Context: an optimization exercise on an open-source flow, tuned for small area, a short achievable clock period and few clock cycles per item. The choices shown serve that exercise and are no tape-out recipe. Where RTL was checked, it was by simulation tests only, not by an equivalence proof against the original. Power is estimated from default activity; no workload was simulated.

## rev 12
Design qsearch_mb, start of the top module:
module qsearch_mb (
    input  wire        clk,
    input  wire        rst,         
    input  wire        in_valid,
    output wire        in_ready,
    input  wire [15:0] in_coef,     
    input  wire        in_mode,     
    output wire        out_valid,
    input  wire        out_ready,
    output wire [3:0]  out_qno,     
    output wire        out_fit,     
    output wire [11:0] out_cost,    
    output wire [11:0] out_cls      
);
For scale: roughly 2200 cells after synthesis, about 350 flip-flops, roughly 52 I/O pins.
==> flow/config.mk <==
export PLATFORM = sky130hd
export DESIGN_NAME = qsearch_mb
export DESIGN_NICKNAME = qsearch_mb
export VERILOG_FILES = /design/flow/design.v
export SDC_FILE = /design/flow/constraint.sdc
export NUM_CORES = 4
export LEC_CHECK = 0
export CAP_MARGIN = 50
export CORE_MARGIN = 2
export CORE_UTILIZATION = 40
export CTS_CLUSTER_DIAMETER = 120
export CTS_CLUSTER_SIZE = 24
export SLEW_MARGIN = 70
export SYNTH_MEMORY_MAX_BITS = 8192
export BUFFER_PORTS_ARGS = -buffer_cell sky130_fd_sc_hd__buf_2
==> flow/constraint.sdc <==
create_clock -name core_clock -period 12.5 [get_ports {clk}]
set_input_delay 2.5000 -clock core_clock [delete_from_list [all_inputs] [get_ports {clk}]]
set_output_delay 2.5000 -clock core_clock [all_outputs]
set_load 0.01 [all_outputs]
standard.sh (not shown) runs the stock make flow with config.mk's settings and CLKGATE_MAP_FILE= SYNTH_SCRIPT=/design/flow/synth_recipe.tcl, a recipe that flattens the netlist after the stock synthesis.
==> flow/flow/run.sh <==
#!/bin/bash
# Standard layout, with the port buffers made of plain buffers
# (sky130_fd_sc_hd__buf_2) instead of the delay buffers buffer_ports picks.
set -euo pipefail
echo 'export BUFFER_PORTS_ARGS = -buffer_cell sky130_fd_sc_hd__buf_2' >> "$FLOW_CONFIG"
bash standard.sh > standard.log 2>&1
Rev 12 finished end to end and its layout was clean on timing, DRC and antenna.
Input-level comparison between rev 13 and rev 12:
-- flow/design.v --
<<< rev 12, line 27
    reg         bmode;
    reg         g11, g23, g35;     
    reg  [2:0]  ucat [0:12];       
    reg         dc1;               
    reg         f1;                
>>> rev 13, line 27
    reg         bmode;
    reg         g11, g23, g35;     
    reg  [2:0]  catr [0:5];        
    reg  [1:0]  zone1;             
    reg         dc1;               
    reg         f1;                
<<< rev 12, line 101
        end
        if (v0 && cnt == 6'd63) blke <= blk;
        for (k = 0; k < 13; k = k + 1)
            ucat[k] <= ac0 ? cat_s[ROWS[16*k + 4*zone +: 3]] : C_NOP;
        dc1   <= v0 && (cnt == 6'd0);
        f1    <= v0 && (cnt == 6'd1);
>>> rev 13, line 102
        end
        if (v0 && cnt == 6'd63) blke <= blk;
        for (k = 0; k < 6; k = k + 1)
            catr[k] <= ac0 ? cat_s[k] : C_NOP;
        zone1 <= zone;
        dc1   <= v0 && (cnt == 6'd0);
        f1    <= v0 && (cnt == 6'd1);
<<< rev 12, line 131
            assign sum[7:5] = cy[5] ? hi1 : {1'b0, base[6:5]};
            always @(*) begin
                c     = ucat[u];
                tok   = 5'd0;
                run_n = 2'd0;
>>> rev 13, line 133
            assign sum[7:5] = cy[5] ? hi1 : {1'b0, base[6:5]};
            always @(*) begin
                case (zone1)
                    2'd0:    c = catr[ROWS[16*u +: 3]];
                    2'd1:    c = catr[ROWS[16*u + 4 +: 3]];
                    2'd2:    c = catr[ROWS[16*u + 8 +: 3]];
                    default: c = catr[ROWS[16*u + 12 +: 3]];
                endcase
                tok   = 5'd0;
                run_n = 2'd0;
### Flow results
- Looking at worst setup slack before clock tree synthesis across rev 13 and rev 12, the one that comes out lower is rev 13.
- From rev 12 to rev 13 the numbers moved as follows: combinational power went up, cell-internal power decreased 1.4%.
- Rev 13 reports a lower count of multi-input combinational gates than rev 12 does.
- Higher overall power of the completed layout was reported by rev 13, not rev 12.
- When rev 13 is set beside rev 12, its cell count along the critical path turns out to be 14 larger.
- Row final area: rev 13 lower / rev 12 higher
- Summary of rev 13 over rev 12: xor-xnor portion of the synthesized cell area neither gained nor lost much; time the worst path needs with I/O delays and setup picked up an extra 1.0 ns.
No run of this note included a check of the RTL's function; only the layout flow was run.

========
the previous run:
qsearch_mb, a different RTL version from the one above (not shown whole).
Size: ~2,100 cells after synthesis, roughly 370 flip-flops, about 52 I/O pins, roughly 20,000 µm² of cells after synthesis.
==> flow/config.mk <==
export PLATFORM = sky130hd
export DESIGN_NAME = qsearch_mb
export DESIGN_NICKNAME = qsearch_mb
export VERILOG_FILES = /design/flow/design.v
export SDC_FILE = /design/flow/constraint.sdc
export NUM_CORES = 4
export LEC_CHECK = 0
export CAP_MARGIN = 20
export CORE_MARGIN = 2
export CORE_UTILIZATION = 60
export CTS_CLUSTER_DIAMETER = 120
export CTS_CLUSTER_SIZE = 24
export SLEW_MARGIN = 30
export SYNTH_MEMORY_MAX_BITS = 8192
export BUFFER_PORTS_ARGS = -buffer_cell sky130_fd_sc_hd__buf_2
==> flow/constraint.sdc <==
create_clock -name core_clock -period 12.5 [get_ports {clk}]
set_input_delay 2.5000 -clock core_clock [delete_from_list [all_inputs] [get_ports {clk}]]
set_output_delay 2.5000 -clock core_clock [all_outputs]
set_load 0.01 [all_outputs]
Scripts as last shown in full above: flow/flow/run.sh
The previous run reached the end of the flow, and the finished layout is clean on the timing, design-rule and antenna checks.
Testbench counts of the previous run, summed over its fixed seeds: cycles 49,200, mbs 128.
The inputs of the current run differ from those of the previous run as listed below.
--- a/flow/design.v
+++ b/flow/design.v
@@ -5,28 +5,29 @@
     output wire        in_ready,
     input  wire [15:0] in_coef,     
     input  wire        in_mode,     
     output wire        out_valid,
     input  wire        out_ready,
     output wire [3:0]  out_qno,     
     output wire        out_fit,     
     output wire [11:0] out_cost,    
     output wire [11:0] out_cls      
 );
     reg         rdy;               
+    reg         stl;               
     reg         v0;
     reg  [15:0] c0;
     reg         m0;
     assign in_ready = rdy;
     always @(posedge clk) begin
-        v0 <= in_valid && rdy && !rst;
+        v0 <= in_valid && !stl && !rst;
         c0 <= in_coef;
         m0 <= in_mode;
     end
     reg  [5:0]  cnt;               
     reg  [2:0]  blk;
     reg         bmode;
     reg         g11, g23, g35;     
     reg  [2:0]  ucat [0:12];       
     reg         dc1;               
     reg         f1;                
     reg         e1;                
@@ -236,31 +237,33 @@
         if (eob2) cls[2*blke +: 2] <= bcls;
         r1 <= rst;
         eob3 <= eob2 && !rst;
         sel_cl <= e1 && g35 && !rst;
         sel_nl <= e1 && !g35 && !rst;
         sel_ch <= sel_cl && !rst;
         sel_nh <= sel_nl && !rst;
         cls_o  <= cls;
         r_qno  <= s_qno;
         r_fit  <= |fit;
         r_cost <= s_cost;
-        taken  <= ov && out_ready && !rst;
+        taken  <= !ofree && out_ready && !rst;
         if (rst) begin
             pend  <= 1'b0;
             ov    <= 1'b0;
             ofree <= 1'b1;
             rdy   <= 1'b1;
+            stl   <= 1'b0;
         end else begin
             if (eob3 && blke == 3'd5) pend <= 1'b1;
             else if (ofree)           pend <= 1'b0;
-            ov    <= ov ? !out_ready : pend;
+            ov    <= ofree ? pend : !out_ready;
             ofree <= ofree ? !pend : out_ready;
             rdy   <= !((pend || !ofree) && (blk == 3'd0) && (cnt[5:2] == 4'b1111));
+            stl   <= (pend || !ofree) && (blk == 3'd0) && (cnt[5:2] == 4'b1111);
         end
     end
     assign out_valid = ov;
     assign out_qno   = r_qno;
     assign out_fit   = r_fit;
     assign out_cost  = {2'd0, r_cost};
     assign out_cls   = cls_o;
 endmodule
==> comparison <==
The current run ends up with a total placed instance area that is about 1.5% higher than in the previous run.
Compared to the previous run, the current run has total of plain and repair buffers excluding clock buffers 3.3% lower.
Compared with the previous run, in the current run clock network fraction of total power down 0.5 points; met1 layer usage reported by global route lower; total power went up.
On routed length on met2, the previous run and the current run are neck and neck.
In the current run, the share of the cycle needed by the critical path after routing came out 0.32 points below the value in the previous run.
Relative area of non-clock buffer cells in the final design of the current run is on par with the previous run.
Diff the previous run -> the current run | first-pass GRT wire length | down slightly
Relative to the previous run, total track usage has decreased by 1.1 points in the current run.
Delta (the current run minus the previous run): routed wire length barely changed, multi-input gate count barely changed, internal power climbed 1.0%.
For the current run, only the layout was checked, not whether the RTL still works.

========
## garnet
The RTL this note starts from:
==> flow/design.v <==
module qsearch_mb (
    input  wire        clk,
    input  wire        rst,         
    input  wire        in_valid,
    output wire        in_ready,
    input  wire [15:0] in_coef,     
    input  wire        in_mode,     
    output wire        out_valid,
    input  wire        out_ready,
    output wire [3:0]  out_qno,     
    output wire        out_fit,     
    output wire [11:0] out_cost,    
    output wire [11:0] out_cls      
);
    reg         rdy;               
    reg         v0;
    reg  [15:0] c0;
    reg         m0;
    assign in_ready = rdy;
    always @(posedge clk) begin
        v0 <= in_valid && rdy && !rst;
        c0 <= in_coef;
        m0 <= in_mode;
    end
    reg  [5:0]  cnt;               
    reg  [2:0]  blk;
    reg         bmode;
    reg         g11, g23, g35;     
    reg  [2:0]  ucat [0:12];       
    reg         dc1;               
    reg         f1;                
    reg         e1;                
    reg  [2:0]  blke;              
    reg         eob2;              
    localparam [16*13-1:0] ROWS = {
        16'h5544,    
        16'h5443,    
        16'h2111,    
        16'h1111,    
        16'h4433,    
        16'h4332,    
        16'h3322,    
        16'h3221,    
        16'h2211,    
        16'h2110,    
        16'h1100,    
        16'h1000,    
        16'h0000     
    };
    wire        neg  = c0[15];
    wire [15:0] y    = c0 ^ {16{neg}};
    wire        ac0  = v0 && (cnt != 6'd0);
    wire        md   = (cnt == 6'd0) ? m0 : bmode;
    wire [1:0]  zone = md ? cnt[1:0] : cnt[5:4];
    function ge(input [15:0] yy, input nn, input [15:0] t);
        ge = (yy >= t) || (nn && yy == t - 16'd1);
    endfunction
    localparam [2:0] C_Z = 3'd0, C_A1 = 3'd1, C_A2 = 3'd3, C_A3 = 3'd2,
                     C_A4 = 3'd6, C_BAD = 3'd7, C_NOP = 3'd4;
    function [2:0] cat_of(input [15:0] yy, input nn, input [2:0] s);
        begin
            if (ge(yy, nn, 16'd256 << s))     cat_of = C_BAD;
            else if (ge(yy, nn, 16'd4 << s)) cat_of = C_A4;
            else if (ge(yy, nn, 16'd3 << s)) cat_of = C_A3;
            else if (ge(yy, nn, 16'd2 << s)) cat_of = C_A2;
            else if (ge(yy, nn, 16'd1 << s)) cat_of = C_A1;
            else                             cat_of = C_Z;
        end
    endfunction
    wire [2:0]  cat_s [0:5];
    genvar sg;
    generate
        for (sg = 0; sg < 6; sg = sg + 1) begin : shs
            assign cat_s[sg] = cat_of(y, neg, sg);
        end
    endgenerate
    integer k;
    always @(posedge clk) begin
        if (rst) begin
            cnt  <= 6'd0;
            blk  <= 3'd0;
            e1   <= 1'b0;
            eob2 <= 1'b0;
        end else begin
            if (v0) begin
                cnt <= cnt + 6'd1;
                if (cnt == 6'd63) blk <= (blk == 3'd5) ? 3'd0 : blk + 3'd1;
            end
            e1   <= v0 && (cnt == 6'd63);
            eob2 <= e1;
        end
        if (v0 && cnt == 6'd0) bmode <= m0;
        if (v0 && cnt == 6'd1) begin
            g11 <= ge(y, neg, 16'd12);
            g23 <= ge(y, neg, 16'd24);
            g35 <= ge(y, neg, 16'd36);
        end else if (ac0) begin
            g11 <= g11 | ge(y, neg, 16'd12);
            g23 <= g23 | ge(y, neg, 16'd24);
            g35 <= g35 | ge(y, neg, 16'd36);
        end
        if (v0 && cnt == 6'd63) blke <= blk;
        for (k = 0; k < 13; k = k + 1)
            ucat[k] <= ac0 ? cat_s[ROWS[16*k + 4*zone +: 3]] : C_NOP;
        dc1   <= v0 && (cnt == 6'd0);
        f1    <= v0 && (cnt == 6'd1);
    end
    wire [6:0]  u_acc [0:12];
    wire        u_ovf [0:12];
    genvar u;
    generate
        for (u = 0; u < 13; u = u + 1) begin : unit
            reg  [6:0] acc;
            reg  [1:0] run;        
            reg        ovf;        
            reg  [2:0] c;
            reg  [4:0] tok;
            reg  [1:0] run_n;
            reg        bad;
            wire [6:0] base = f1 ? 7'd31 : acc;
            wire       ovfb = !f1 && ovf;
            wire [7:0] sum;
            wire [5:0] cy;
            assign cy[0] = 1'b0;
            genvar b;
            for (b = 0; b < 5; b = b + 1) begin : rc
                assign sum[b]  = base[b] ^ tok[b] ^ cy[b];
                assign cy[b+1] = (base[b] & tok[b]) | (cy[b] & (base[b] ^ tok[b]));
            end
            wire [2:0] hi1 = {1'b0, base[6:5]} + 3'd1;
            assign sum[7:5] = cy[5] ? hi1 : {1'b0, base[6:5]};
            always @(*) begin
                c     = ucat[u];
                tok   = 5'd0;
                run_n = 2'd0;
                bad   = 1'b0;
                case (c)
                    C_Z: run_n = (run == 2'd3) ? 2'd3 : run + 2'd1;
                    C_A1: case (run)
                              2'd0: tok = 5'd3;  2'd1: tok = 5'd5;
                              2'd2: tok = 5'd6;  default: tok = 5'd16;
                          endcase
                    C_A2: case (run)
                              2'd0: tok = 5'd4;  2'd1: tok = 5'd11;
                              default: tok = 5'd17;
                          endcase
                    C_A3: case (run)
                              2'd0: tok = 5'd5;  2'd1: tok = 5'd12;
                              default: tok = 5'd18;
                          endcase
                    C_A4: case (run)
                              2'd0: tok = 5'd16; 2'd1: tok = 5'd23;
                              default: tok = 5'd29;
                          endcase
                    C_BAD: bad = 1'b1;
                    default: run_n = run;
                endcase
            end
            always @(posedge clk) begin
                acc <= sum[6:0];
                run <= dc1 ? 2'd0 : run_n;
                ovf <= ovfb | sum[7] | bad;
            end
            assign u_acc[u] = acc;
            assign u_ovf[u] = ovf;
        end
    endgenerate
    localparam [4*9-1:0] CQ = {4'd1, 4'd3, 4'd5, 4'd7, 4'd9, 4'd11, 4'd13, 4'd14, 4'd15};
    localparam [4*9-1:0] CN = {4'd8, 4'd7, 4'd6, 4'd5, 4'd4, 4'd3, 4'd2, 4'd1, 4'd0};
    localparam [4*9-1:0] CC = {4'd12, 4'd11, 4'd8, 4'd7, 4'd6, 4'd5, 4'd4, 4'd10, 4'd9};
    reg  [9:0]  tot [0:8];
    reg  [8:0]  fit;
    reg  [11:0] cls;
    reg         pend;              
    reg         eob3;              
    reg         sel_cl, sel_nl;    
    reg         sel_ch, sel_nh;    
    wire [1:0]  bcls   = g35 ? 2'd3 : g23 ? 2'd2 : g11 ? 2'd1 : 2'd0;
    wire        chroma = blke[2];
    reg         r1;                
    reg         ofree;             
    reg         taken;             
    wire        tinit  = taken || r1;      
    genvar n;
    generate
        for (n = 0; n < 9; n = n + 1) begin : cand
            wire [6:0] an  = u_acc[CN[4*n +: 4]];
            wire [6:0] ac  = u_acc[CC[4*n +: 4]];
            wire [4:0] alo = ({5{sel_cl}} & ac[4:0]) | ({5{sel_nl}} & an[4:0]);
            wire [1:0] ahi = ({2{sel_ch}} & ac[6:5]) | ({2{sel_nh}} & an[6:5]);
            wire       bad = (sel_ch && (u_ovf[CC[4*n +: 4]] || (chroma && ac[6] && ac[5]))) ||
                             (sel_nh && (u_ovf[CN[4*n +: 4]] || (chroma && an[6] && an[5])));
            reg        cs;
            wire [4:0] slo, shi;
            wire [5:0] cl, ch;
            wire [4:0] bhi = {3'd0, ahi};
            assign cl[0] = 1'b0;
            assign ch[0] = cs;
            genvar b;
            for (b = 0; b < 5; b = b + 1) begin : rc
                assign slo[b]   = tot[n][b] ^ alo[b] ^ cl[b];
                assign cl[b+1]  = (tot[n][b] & alo[b]) | (cl[b] & (tot[n][b] ^ alo[b]));
                assign shi[b]   = tot[n][5+b] ^ bhi[b] ^ ch[b];
                assign ch[b+1]  = (tot[n][5+b] & bhi[b]) | (ch[b] & (tot[n][5+b] ^ bhi[b]));
            end
            always @(posedge clk) begin
                cs <= cl[5];
                if (tinit) begin
                    tot[n] <= 10'd862;
                    fit[n] <= 1'b1;
                end else begin
                    tot[n] <= {shi, slo};
                    fit[n] <= fit[n] && !bad;
                end
            end
        end
    endgenerate
    reg         ov;
    reg  [3:0]  r_qno;
    reg         r_fit;
    reg  [9:0]  r_cost;
    reg  [3:0]  s_qno;
    reg  [9:0]  s_cost;
    integer j;
    always @(*) begin
        s_qno  = 4'd0;
        s_cost = 10'd0;
        for (j = 8; j >= 0; j = j - 1)
            if (fit[j]) begin
                s_qno  = CQ[4*j +: 4];
                s_cost = tot[j];
            end
    end
    always @(posedge clk) begin
        if (eob2) cls[2*blke +: 2] <= bcls;
        r1 <= rst;
        eob3 <= eob2 && !rst;
        sel_cl <= e1 && g35 && !rst;
        sel_nl <= e1 && !g35 && !rst;
        sel_ch <= sel_cl && !rst;
        sel_nh <= sel_nl && !rst;
        r_qno  <= s_qno;
        r_fit  <= |fit;
        r_cost <= s_cost;
        taken  <= ov && out_ready && !rst;
        if (rst) begin
            pend  <= 1'b0;
            ov    <= 1'b0;
            ofree <= 1'b1;
            rdy   <= 1'b1;
        end else begin
            if (eob3 && blke == 3'd5) pend <= 1'b1;
            else if (ofree)           pend <= 1'b0;
            ov    <= ov ? !out_ready : pend;
            ofree <= ofree ? !pend : out_ready;
            rdy   <= !((pend || !ofree) && (blk == 3'd0) && (cnt[5:2] == 4'b1111));
        end
    end
    assign out_valid = ov;
    assign out_qno   = r_qno;
    assign out_fit   = r_fit;
    assign out_cost  = {2'd0, r_cost};
    assign out_cls   = cls;
endmodule
clock: 12.5 ns
lec_check: 0
cap_margin: 20
core_margin: 2
core_utilization: 60
cts_cluster_diameter: 120
cts_cluster_size: 24
slew_margin: 30
synth_memory_max_bits: 8192
buffer_ports_args: -buffer_cell sky130_fd_sc_hd__buf_2
Scripts as last shown in full above: flow/flow/run.sh
Testbench counts of garnet, summed over its fixed seeds: cycles 49,200, mbs 128.
What violet does differently from garnet at the input level:
diff --git a/flow/design.v b/flow/design.v
--- a/flow/design.v
+++ b/flow/design.v
@@ -171,27 +171,24 @@
     reg  [9:0]  tot [0:8];
     reg  [8:0]  fit;
     reg  [11:0] cls;
     reg         pend;              
     reg         eob3;              
-    reg         sel_cl, sel_nl;    
-    reg         sel_ch, sel_nh;    
+    reg         sel35;             
     wire [1:0]  bcls   = g35 ? 2'd3 : g23 ? 2'd2 : g11 ? 2'd1 : 2'd0;
     wire        chroma = blke[2];
     reg         r1;                
     reg         ofree;             
-    reg         taken;             
-    wire        tinit  = taken || r1;      
+    wire        cap    = pend && ofree;    
+    wire        tinit  = cap || r1;        
     genvar n;
     generate
         for (n = 0; n < 9; n = n + 1) begin : cand
-            wire [6:0] an  = u_acc[CN[4*n +: 4]];
-            wire [6:0] ac  = u_acc[CC[4*n +: 4]];
-            wire [4:0] alo = ({5{sel_cl}} & ac[4:0]) | ({5{sel_nl}} & an[4:0]);
-            wire [1:0] ahi = ({2{sel_ch}} & ac[6:5]) | ({2{sel_nh}} & an[6:5]);
-            wire       bad = (sel_ch && (u_ovf[CC[4*n +: 4]] || (chroma && ac[6] && ac[5]))) ||
-                             (sel_nh && (u_ovf[CN[4*n +: 4]] || (chroma && an[6] && an[5])));
+            wire [4:0] alo = g35 ? u_acc[CC[4*n +: 4]][4:0] : u_acc[CN[4*n +: 4]][4:0];
+            wire [1:0] ahi = sel35 ? u_acc[CC[4*n +: 4]][6:5] : u_acc[CN[4*n +: 4]][6:5];
+            wire       o   = sel35 ? u_ovf[CC[4*n +: 4]] : u_ovf[CN[4*n +: 4]];
+            wire       ok  = !o && !(chroma && ahi[1] && ahi[0]);
             reg        cs;
             wire [4:0] slo, shi;
             wire [5:0] cl, ch;
             wire [4:0] bhi = {3'd0, ahi};
             assign cl[0] = 1'b0;
@@ -202,17 +199,22 @@
                 assign cl[b+1]  = (tot[n][b] & alo[b]) | (cl[b] & (tot[n][b] ^ alo[b]));
                 assign shi[b]   = tot[n][5+b] ^ bhi[b] ^ ch[b];
                 assign ch[b+1]  = (tot[n][5+b] & bhi[b]) | (ch[b] & (tot[n][5+b] ^ bhi[b]));
             end
             always @(posedge clk) begin
-                cs <= cl[5];
                 if (tinit) begin
                     tot[n] <= 10'd862;
                     fit[n] <= 1'b1;
                 end else begin
-                    tot[n] <= {shi, slo};
-                    fit[n] <= fit[n] && !bad;
+                    if (eob2) begin
+                        tot[n][4:0] <= slo;
+                        cs          <= cl[5];
+                    end
+                    if (eob3) begin
+                        tot[n][9:5] <= shi;
+                        fit[n]      <= fit[n] && ok;
+                    end
                 end
             end
         end
     endgenerate
     reg         ov;
@@ -233,18 +235,16 @@
     end
     always @(posedge clk) begin
         if (eob2) cls[2*blke +: 2] <= bcls;
         r1 <= rst;
         eob3 <= eob2 && !rst;
-        sel_cl <= e1 && g35 && !rst;
-        sel_nl <= e1 && !g35 && !rst;
-        sel_ch <= sel_cl && !rst;
-        sel_nh <= sel_nl && !rst;
-        r_qno  <= s_qno;
-        r_fit  <= |fit;
-        r_cost <= s_cost;
-        taken  <= ov && out_ready && !rst;
+        if (eob2) sel35 <= g35;
+        if (cap) begin
+            r_qno  <= s_qno;
+            r_fit  <= |fit;
+            r_cost <= s_cost;
+        end
         if (rst) begin
             pend  <= 1'b0;
             ov    <= 1'b0;
             ofree <= 1'b1;
             rdy   <= 1'b1;
--- outcome ---
- Switching power of the nets grows by more than 10% when moving from garnet to violet.
- Final hold slack: violet vs garnet down 0.010 ns
- The full die area number comes out higher for violet vs garnet.
- Taking garnet as the reference, in violet worst slack after detailed placement moved up, worst setup slack moved down.
- Compare garnet and violet | largest net degree at the start of global routing lower: garnet
- Normalized max-slew margin delta (garnet -> violet): insignificant
- Lower part of the total power dissipated in the clock network among garnet and violet: violet
- Xor-xnor portion of the synthesized cell area was higher in the run labelled garnet.
- violet against garnet: number of clock buffer instances in the layout went up; count of inserted tapcells went up; post-route cell area went up; post-synthesis simple-gate area fraction went down.
- Total power consumption of the routed design up 10% in violet wrt garnet
For violet, only the layout was checked, not whether the RTL still works.

-- separate check: timing with driven ports --
The flow's constraints put no driver on any port. The routed layouts listed below were extracted and timed again, unchanged, in two steps. Step 1, drivers: a clkbuf_16 drives clk and a buf_2 each remaining input, both assumed. Step 2 times the ports against the registers' clock, not the clock port: input delays grow and output delays shrink by t, the midpoint of the rising clock arrivals with the driver on. Slacks: no drivers / after step 1 / after step 2; pairs: no drivers / after step 1.
run | t, ns | slack for setup (ns) | worst setup path at the end | slew at the worst register clock pin (ns) | worst slew at a driven data input, ns
rev 12 | 0.592 | 8.868 / 8.811 / 9.112 | register to register | 0.10 / 0.10 | 0.03
rev 13 | 0.583 | 7.872 / 7.872 / 7.872 | register to register | 0.10 / 0.10 | 0.03
the previous run | 0.573 | 8.983 / 8.931 / 9.101 | register to register | 0.11 / 0.11 | 0.03
the current run | 0.575 | 9.023 / 8.970 / 9.156 | register to register | 0.10 / 0.10 | 0.04
garnet | 0.570 | 8.887 / 8.836 / 8.962 | register to register | 0.11 / 0.11 | 0.03
violet | 0.587 | 8.878 / 8.823 / 8.997 | register to register | 0.10 / 0.10 | 0.03
After both steps setup and hold are still met in every run listed.
